This is an optimization exercise on Yosys and OpenROAD, whose aim is small area, a short achievable clock period and few clock cycles, not a production implementation. At most, simulation tests tie the RTL to the original design; equivalence was not proved. Power and IR drop assume default switching activity.

## rev 12
==> flow/design.v <==
`timescale 1ns/1ps
module symcodec_rx (
    input  wire        clk,
    input  wire        rst,
    input  wire        in_valid,
    output wire        in_ready,
    input  wire [63:0] in_data,     
    input  wire [3:0]  in_groups,   
    input  wire        in_last,     
    output reg         out_valid,
    output reg  [7:0]  out_byte,
    output reg  [2:0]  out_kind,    
    output reg         done,
    output wire [1:0]  res,         
    output wire [3:0]  cause,       
    output wire        chkmis,
    output wire [15:0] clean_bits,
    output wire [15:0] n_bytes,
    output wire [31:0] pre,
    output wire [15:0] len,
    output wire [7:0]  stored_chk,
    output wire [7:0]  calc_chk,
    output wire [15:0] bad_index,
    output wire [5:0]  bad_win
);
    localparam [2:0] K_PRE = 3'd0, K_LEN = 3'd1, K_PAY = 3'd2, K_CHK = 3'd3, K_TRAIL = 3'd4;
    function [3:0] nib6;
        input [5:0] c;
        begin
            nib6[3] = c[5];
            nib6[2] = (c[5] & c[3] & ~c[0]) | (c[4] & ~c[2] & ~c[1]) | (c[4] & ~c[0]);
            nib6[1] = (~c[5] & ~c[3] & c[0]) | (c[5] & ~c[3] & ~c[0]) |
                      (c[5] & ~c[2] & ~c[1]) | (c[4] & c[3] & ~c[0]);
            nib6[0] = c[5] ^ c[4] ^ c[1];
        end
    endfunction
    function mapped6;
        input [5:0] cw;
        begin
            case (cw)
                6'd13, 6'd14, 6'd19, 6'd21, 6'd22, 6'd25, 6'd26, 6'd28,
                6'd35, 6'd37, 6'd38, 6'd41, 6'd42, 6'd44, 6'd49, 6'd50:
                    mapped6 = 1'b1;
                default:
                    mapped6 = 1'b0;
            endcase
        end
    endfunction
    function [6:0] therm3;
        input [2:0] v;
        begin
            therm3[0] = v[2] | v[1] | v[0];
            therm3[1] = v[2] | v[1];
            therm3[2] = v[2] | (v[1] & v[0]);
            therm3[3] = v[2];
            therm3[4] = v[2] & (v[1] | v[0]);
            therm3[5] = v[2] & v[1];
            therm3[6] = v[2] & v[1] & v[0];
        end
    endfunction
    function [2:0] ones4;
        input [3:0] c;
        begin
            ones4[2] = &c;
            ones4[1] = ((c[0] & c[1]) | (c[0] & c[2]) | (c[0] & c[3]) |
                        (c[1] & c[2]) | (c[1] & c[3]) | (c[2] & c[3])) & ~(&c);
            ones4[0] = ^c;
        end
    endfunction
    function [4:0] cut_tab;
        input [2:0] l;
        input [3:0] n;
        integer il, in_, t;
        begin
            cut_tab = 5'd0;
            for (il = 0; il < 6; il = il + 1)
                for (in_ = 0; in_ < 9; in_ = in_ + 1) begin
                    t = il + in_;
                    if (l == il && n == in_)
                        cut_tab = cut_tab | {t >= 12, t >= 6,
                                             (t >= 12) ? t[2:0] - 3'd4 : (t >= 6) ? t[2:0] - 3'd6 : t[2:0]};
                end
        end
    endfunction
    function [5:0] rev6;
        input [5:0] v;
        rev6 = {v[0], v[1], v[2], v[3], v[4], v[5]};
    endfunction
    function [7:0] join4;
        input [3:0] a;
        input [2:0] na;
        input [3:0] b;
        integer i;
        begin
            for (i = 0; i < 8; i = i + 1)
                join4[i] = (i < na) ? a[i] : (i - na < 4) ? b[i - na] : 1'b0;
        end
    endfunction
    assign in_ready = 1'b1;
    integer k, j;
    reg [3:0] s1_qb [0:1];   
    reg [2:0] s1_qn [0:1];   
    reg       s1_last;
    reg [7:0] cl_in;
    reg [1:0] pb [0:3];      
    reg [3:0] qb [0:1];      
    reg [2:0] qn [0:1];
    always @(*) begin
        for (k = 0; k < 8; k = k + 1)
            cl_in[k] = in_valid && (in_groups > k) &&
                       ((in_data[8*k +: 8] == 8'h00) || (in_data[8*k +: 8] == 8'hFF));
        for (k = 0; k < 4; k = k + 1) begin
            pb[k][0] = cl_in[2*k] ? in_data[16*k] : in_data[16*k+8];
            pb[k][1] = in_data[16*k+8];
        end
        for (k = 0; k < 2; k = k + 1) begin
            qb[k][0] = (cl_in[4*k] | cl_in[4*k+1]) ? pb[2*k][0] : pb[2*k+1][0];
            qb[k][1] = (cl_in[4*k] & cl_in[4*k+1]) ? pb[2*k][1] :
                       (cl_in[4*k] | cl_in[4*k+1]) ? pb[2*k+1][0] : pb[2*k+1][1];
            qb[k][2] = (cl_in[4*k] & cl_in[4*k+1]) ? pb[2*k+1][0] : pb[2*k+1][1];
            qb[k][3] = pb[2*k+1][1];
            qn[k]    = ones4(cl_in[4*k +: 4]);
        end
    end
    always @(posedge clk) begin
        s1_qb[0] <= qb[0];
        s1_qb[1] <= qb[1];
        if (rst) begin
            s1_qn[0] <= 3'd0;
            s1_qn[1] <= 3'd0;
            s1_last  <= 1'b0;
        end else begin
            s1_qn[0] <= qn[0];
            s1_qn[1] <= qn[1];
            s1_last  <= in_valid && in_last;
        end
    end
    reg [7:0] s2_c;          
    reg [3:0] s2_n;          
    reg [2:0] s2_r;          
    reg       s2_v0;         
    reg       s2_v1;         
    reg       s2_last;
    reg [2:0] left_n;        
    wire [3:0] n_cmp  = {1'b0, s1_qn[0]} + {1'b0, s1_qn[1]};
    wire [4:0] cnt    = cut_tab(left_n, n_cmp);
    wire       tot12  = cnt[4];
    wire       tot6   = cnt[3];
    wire [2:0] left_nx = cnt[2:0];
    wire [6:0] q0_more = therm3(s1_qn[0]);
    wire [7:0] c_join  = ({4'd0, s1_qb[0] & q0_more[3:0]}) | ({4'd0, s1_qb[1]} << s1_qn[0]);
    always @(posedge clk) begin
        s2_c <= c_join;
        s2_r <= left_n;
        if (rst) begin
            s2_n    <= 4'd0;
            s2_v0   <= 1'b0;
            s2_v1   <= 1'b0;
            s2_last <= 1'b0;
            left_n  <= 3'd0;
        end else begin
            s2_n    <= n_cmp;
            s2_v0   <= tot6;
            s2_v1   <= tot12;
            s2_last <= s1_last;
            left_n  <= s1_last ? 3'd0 : left_nx;
        end
    end
    reg [4:0] acc;           
    reg [11:0] s3_w;         
    reg        s3_g0;        
    reg        s3_b0;        
    reg        s3_g1;        
    reg        s3_b1;        
    reg [3:0]  s3_n;         
    reg        s3_last;
    wire [6:0]  r_more = therm3(s2_r);
    wire [12:0] seq    = ({8'd0, acc & r_more[4:0]}) | ({5'd0, s2_c} << s2_r);
    wire       m0  = mapped6(seq[5:0]);
    wire       m1  = mapped6(seq[11:6]);
    always @(posedge clk) begin
        acc  <= s2_v1 ? {4'd0, seq[12]} : s2_v0 ? seq[10:6] : seq[4:0];
        s3_w <= seq[11:0];
        if (rst) begin
            s3_g0   <= 1'b0;
            s3_b0   <= 1'b0;
            s3_g1   <= 1'b0;
            s3_b1   <= 1'b0;
            s3_n    <= 4'd0;
            s3_last <= 1'b0;
        end else begin
            s3_g0   <= s2_v0 &&  m0;
            s3_b0   <= s2_v0 && !m0;
            s3_g1   <= s2_v1 && m0 &&  m1;
            s3_b1   <= s2_v1 && m0 && !m1;
            s3_n    <= s2_n;
            s3_last <= s2_last;
        end
    end
    reg        aborted;
    reg        have_low;
    reg [3:0]  low_nib;
    reg [12:0] byte_cnt;
    reg [15:0] clean_cnt;
    reg [31:0] pre_r;
    reg [15:0] len_r;
    reg [7:0]  xor_r;
    reg [7:0]  stored_r;
    reg        got_chk;
    reg        mis_r;        
    reg [5:0]  bad_r;        
    reg        chk_r;
    reg         fresh;
    wire        ab_b    = aborted  && !fresh;
    wire        hl_b    = have_low && !fresh;
    wire [12:0] bc_b    = fresh ? 13'd0 : byte_cnt;
    wire [12:0] byte_inc  = byte_cnt + 13'd1;
    wire [4:0]  clean_lo  = {1'b0, clean_cnt[3:0]} + {1'b0, s3_n};
    wire [11:0] clean_hi1 = clean_cnt[15:4] + 12'd1;
    wire [15:0] clean_sum = {clean_lo[4] ? clean_hi1 : clean_cnt[15:4], clean_lo[3:0]};
    wire [7:0]  x_b     = fresh ? 8'd0  : xor_r;
    wire        gc_b    = got_chk  && !fresh;
    wire [5:0] w0 = s3_w[5:0];
    wire [5:0] w1 = s3_w[11:6];
    wire [3:0] d0 = nib6(w0);
    wire [3:0] d1 = nib6(w1);
    wire g0   = s3_g0 && !ab_b;
    wire g1   = s3_g1 && !ab_b;
    wire bad0 = s3_b0 && !ab_b;
    wire bad1 = s3_b1 && !ab_b;
    wire bad  = bad0 || bad1;
    wire       byte_go  = hl_b ? g0 : g1;
    wire [7:0] new_byte = hl_b ? {d0[3:0], low_nib} : {d1[3:0], d0[3:0]};
    wire        ge6     = (byte_cnt[12:3] != 10'd0) || (byte_cnt[2:1] == 2'd3);
    wire        at_pre  = fresh || (byte_cnt[12:2] == 11'd0);
    wire        at_len  = !fresh && (byte_cnt[12:1] == 12'd2);
    wire        at_chk  = !fresh && !got_chk && ge6 && chk_r;
    reg  [2:0]  kind;
    always @(*) begin
        if (at_pre)      kind = K_PRE;
        else if (at_len) kind = K_LEN;
        else if (gc_b)   kind = K_TRAIL;
        else if (at_chk) kind = K_CHK;
        else             kind = K_PAY;
    end
    wire ab_nx = ab_b || bad;
    wire gc_nx = gc_b || (byte_go && at_chk);
    wire clr   = s3_last && (ab_nx || !gc_nx);
    wire [7:0] wr_byte = clr ? 8'd0 : new_byte;
    always @(posedge clk) begin
        if (clr || (byte_go && bc_b == 16'd0)) pre_r[7:0]   <= wr_byte;
        if (clr || (byte_go && bc_b == 16'd1)) pre_r[15:8]  <= wr_byte;
        if (clr || (byte_go && bc_b == 16'd2)) pre_r[23:16] <= wr_byte;
        if (clr || (byte_go && bc_b == 16'd3)) pre_r[31:24] <= wr_byte;
        if (clr || (byte_go && bc_b == 16'd4)) len_r[7:0]   <= wr_byte;
        if (clr || (byte_go && bc_b == 16'd5)) len_r[15:8]  <= wr_byte;
        if (clr || (byte_go && at_chk))        stored_r     <= wr_byte;
        if (bad)
            bad_r <= bad0 ? rev6(w0) : rev6(w1);
        out_byte <= new_byte;
        if (g0 && !(hl_b ^ g1))
            low_nib <= g1 ? d1[3:0] : d0[3:0];
        out_kind <= kind;
        if (byte_go)
            chk_r <= (bc_b == 13'd5) ? (new_byte == 8'd0 && len_r[7:0] == 8'd0) :
                                       ({3'd0, byte_cnt} == len_r + 16'd5);
        aborted   <= ab_nx;
        have_low  <= hl_b ^ g0 ^ g1;
        byte_cnt  <= fresh ? {12'd0, byte_go} : byte_go ? byte_inc : byte_cnt;
        clean_cnt <= fresh ? {12'd0, s3_n} : clean_sum;
        if (clr)
            xor_r <= 8'd0;
        else if (byte_go && kind <= K_PAY)
            xor_r <= x_b ^ new_byte;
        else
            xor_r <= x_b;
        got_chk   <= gc_nx;
        if (clr)
            mis_r <= 1'b0;
        else if (byte_go && at_chk)
            mis_r <= (new_byte != x_b);
        fresh <= rst || s3_last;
        if (rst) begin
            out_valid <= 1'b0;
            done      <= 1'b0;
        end else begin
            out_valid <= byte_go;
            done      <= s3_last;
        end
    end
    assign res        = {aborted || !got_chk, 1'b1};
    assign cause      = aborted ? 4'd4 : !got_chk ? 4'd5 : mis_r ? 4'd3 : 4'd0;
    assign chkmis     = mis_r;
    assign clean_bits = clean_cnt;
    assign n_bytes    = {3'd0, byte_cnt};
    assign pre        = pre_r;
    assign len        = len_r;
    assign stored_chk = stored_r;
    assign calc_chk   = xor_r;
    assign bad_index  = {2'd0, byte_cnt, have_low};
    assign bad_win    = bad_r;
endmodule
==> flow/config.mk <==
export PLATFORM = sky130hd
export DESIGN_NAME = symcodec_rx
export DESIGN_NICKNAME = symcodec_rx
export VERILOG_FILES = /design/flow/design.v
export SDC_FILE = /design/flow/constraint.sdc
export NUM_CORES = 4
export LEC_CHECK = 0
export ABC_AREA = 1
export CAP_MARGIN = 20
export CORE_MARGIN = 2
export CORE_UTILIZATION = 50
export SETUP_SLACK_MARGIN = 2.7
export SLEW_MARGIN = 20
==> flow/constraint.sdc <==
create_clock -name core_clock -period 5.0 [get_ports {clk}]
set_input_delay 1.0000 -clock core_clock [delete_from_list [all_inputs] [get_ports {clk}]]
set_output_delay 1.0000 -clock core_clock [all_outputs]
set_load 0.01 [all_outputs]
standard.sh (not shown) runs the stock make flow with config.mk's settings and CLKGATE_MAP_FILE= SYNTH_SCRIPT=/design/flow/synth_recipe.tcl, a recipe that flattens the netlist after the stock synthesis.
==> flow/flow/run.sh <==
#!/bin/bash
# Standard ORFS layout (standard.sh: the standard flow's synthesis, floorplan, place, CTS,
# route, finish) with one change: the buffers that buffer_ports puts on every
# input and output port are sky130_fd_sc_hd__buf_1 cells instead of the
# default pick. The full make output goes to standard.log in this folder;
# each ORFS step's own log stays under orfs/logs/.
set -euo pipefail
export BUFFER_PORTS_ARGS="-buffer_cell sky130_fd_sc_hd__buf_1"
bash standard.sh > standard.log 2>&1
Rev 12 ran to completion and came out clean on the timing, design-rule and antenna checks.
Testbench counts of rev 12, summed over its fixed seeds: cycles 15,365.
## Diff of input files: rev 13 against rev 12
diff --git a/flow/design.v b/flow/design.v
--- a/flow/design.v
+++ b/flow/design.v
@@ -74,12 +74,13 @@
         begin
             cut_tab = 5'd0;
             for (il = 0; il < 6; il = il + 1)
-                for (in_ = 0; in_ < 9; in_ = in_ + 1) begin
-                    t = il + in_;
-                    if (l == il && n == in_)
-                        cut_tab = cut_tab | {t >= 12, t >= 6,
-                                             (t >= 12) ? t[2:0] - 3'd4 : (t >= 6) ? t[2:0] - 3'd6 : t[2:0]};
-                end
+                for (in_ = 0; in_ < 9; in_ = in_ + 1)
+                    if (l == il && n == in_) begin
+                        t = il + in_;
+                        cut_tab[4]   = (t >= 12);
+                        cut_tab[3]   = (t >= 6);
+                        cut_tab[2:0] = (t >= 12) ? t - 12 : (t >= 6) ? t - 6 : t;
+                    end
         end
     endfunction
     function [5:0] rev6;
@@ -210,7 +211,8 @@
     reg        mis_r;        
     reg [5:0]  bad_r;        
     reg        chk_r;
-    reg         fresh;
+    reg         rst_d;
+    wire        fresh   = done || rst_d;
     wire        ab_b    = aborted  && !fresh;
     wire        hl_b    = have_low && !fresh;
     wire [12:0] bc_b    = fresh ? 13'd0 : byte_cnt;
@@ -231,10 +233,12 @@
     wire bad  = bad0 || bad1;
     wire       byte_go  = hl_b ? g0 : g1;
     wire [7:0] new_byte = hl_b ? {d0[3:0], low_nib} : {d1[3:0], d0[3:0]};
-    wire        ge6     = (byte_cnt[12:3] != 10'd0) || (byte_cnt[2:1] == 2'd3);
+    wire        is6     = (byte_cnt == 13'd6);
+    wire        ge7     = (byte_cnt[12:3] != 10'd0) || (byte_cnt[2:0] == 3'd7);
     wire        at_pre  = fresh || (byte_cnt[12:2] == 11'd0);
     wire        at_len  = !fresh && (byte_cnt[12:1] == 12'd2);
-    wire        at_chk  = !fresh && !got_chk && ge6 && chk_r;
+    wire        at_chk  = !fresh && !got_chk &&
+                          (is6 ? (len_r == 16'd0) : (ge7 && chk_r));
     reg  [2:0]  kind;
     always @(*) begin
         if (at_pre)      kind = K_PRE;
@@ -262,8 +266,7 @@
             low_nib <= g1 ? d1[3:0] : d0[3:0];
         out_kind <= kind;
         if (byte_go)
-            chk_r <= (bc_b == 13'd5) ? (new_byte == 8'd0 && len_r[7:0] == 8'd0) :
-                                       ({3'd0, byte_cnt} == len_r + 16'd5);
+            chk_r <= ({3'd0, byte_cnt} == len_r + 16'd5);
         aborted   <= ab_nx;
         have_low  <= hl_b ^ g0 ^ g1;
         byte_cnt  <= fresh ? {12'd0, byte_go} : byte_go ? byte_inc : byte_cnt;
@@ -279,7 +282,7 @@
             mis_r <= 1'b0;
         else if (byte_go && at_chk)
             mis_r <= (new_byte != x_b);
-        fresh <= rst || s3_last;
+        rst_d <= rst;
         if (rst) begin
             out_valid <= 1'b0;
             done      <= 1'b0;
--- outcome ---
Rev 13: all stages complete, timing, DRC and antenna checks passed
Re post-route total power: rev 12 was lower than rev 13.
Core util | rev 13 vs rev 12 | rev 13 higher
Relative area change from synthesis to final layout, rev 12 and rev 13: smaller value in rev 12
In rev 13, total placed instance area is lower than in rev 12.
Between rev 12 and rev 13, total buffers and inverters traversed by the critical path is lower for rev 12, rev 13 comes in above that.
Diff rev 13..rev 12 | max-capacitance violation count | unchanged
Against rev 12, rev 13 comes in 8.0 points lower on headroom to the max-slew limit.
Register fraction of the total cell area is lower on rev 13
No functional check of the RTL was part of rev 13.

-- re-timing with driven ports --
No port has a modelled driver above. Below, the same layouts with a new extraction and two added sets of constraints.
Step 1 (the two cells are an assumption about what drives the block):
set clk [get_ports {clk}]
set_driving_cell -lib_cell sky130_fd_sc_hd__clkbuf_16 $clk
set_driving_cell -lib_cell sky130_fd_sc_hd__buf_2 [delete_from_list [all_inputs] $clk]
Step 2 adds t to the input delays and takes it off the output delays; t is the mean of the earliest and latest rising clock arrival at the registers after step 1. Input paths then give back, and output paths get back, about the clock's delay inside the block.
Slacks: no drivers / after step 1 / after step 2; pairs: no drivers / after step 1.
run	shift t [ns]	slack for setup (ns)	hold WS [ns]	worst setup path at the end	pins driven straight from the clock port
rev 12	0.475	2.754 / 2.710 / 2.515	0.403 / 0.403 / 0.403	input to register	1
rev 13	0.464	2.308 / 2.308 / 2.308	0.394 / 0.394 / 0.394	register to register	1
After both steps setup and hold are still met in every run listed. The setup slack of rev 12, which loses most, moves by -0.044 ns with the drivers and by -0.239 ns with both steps.
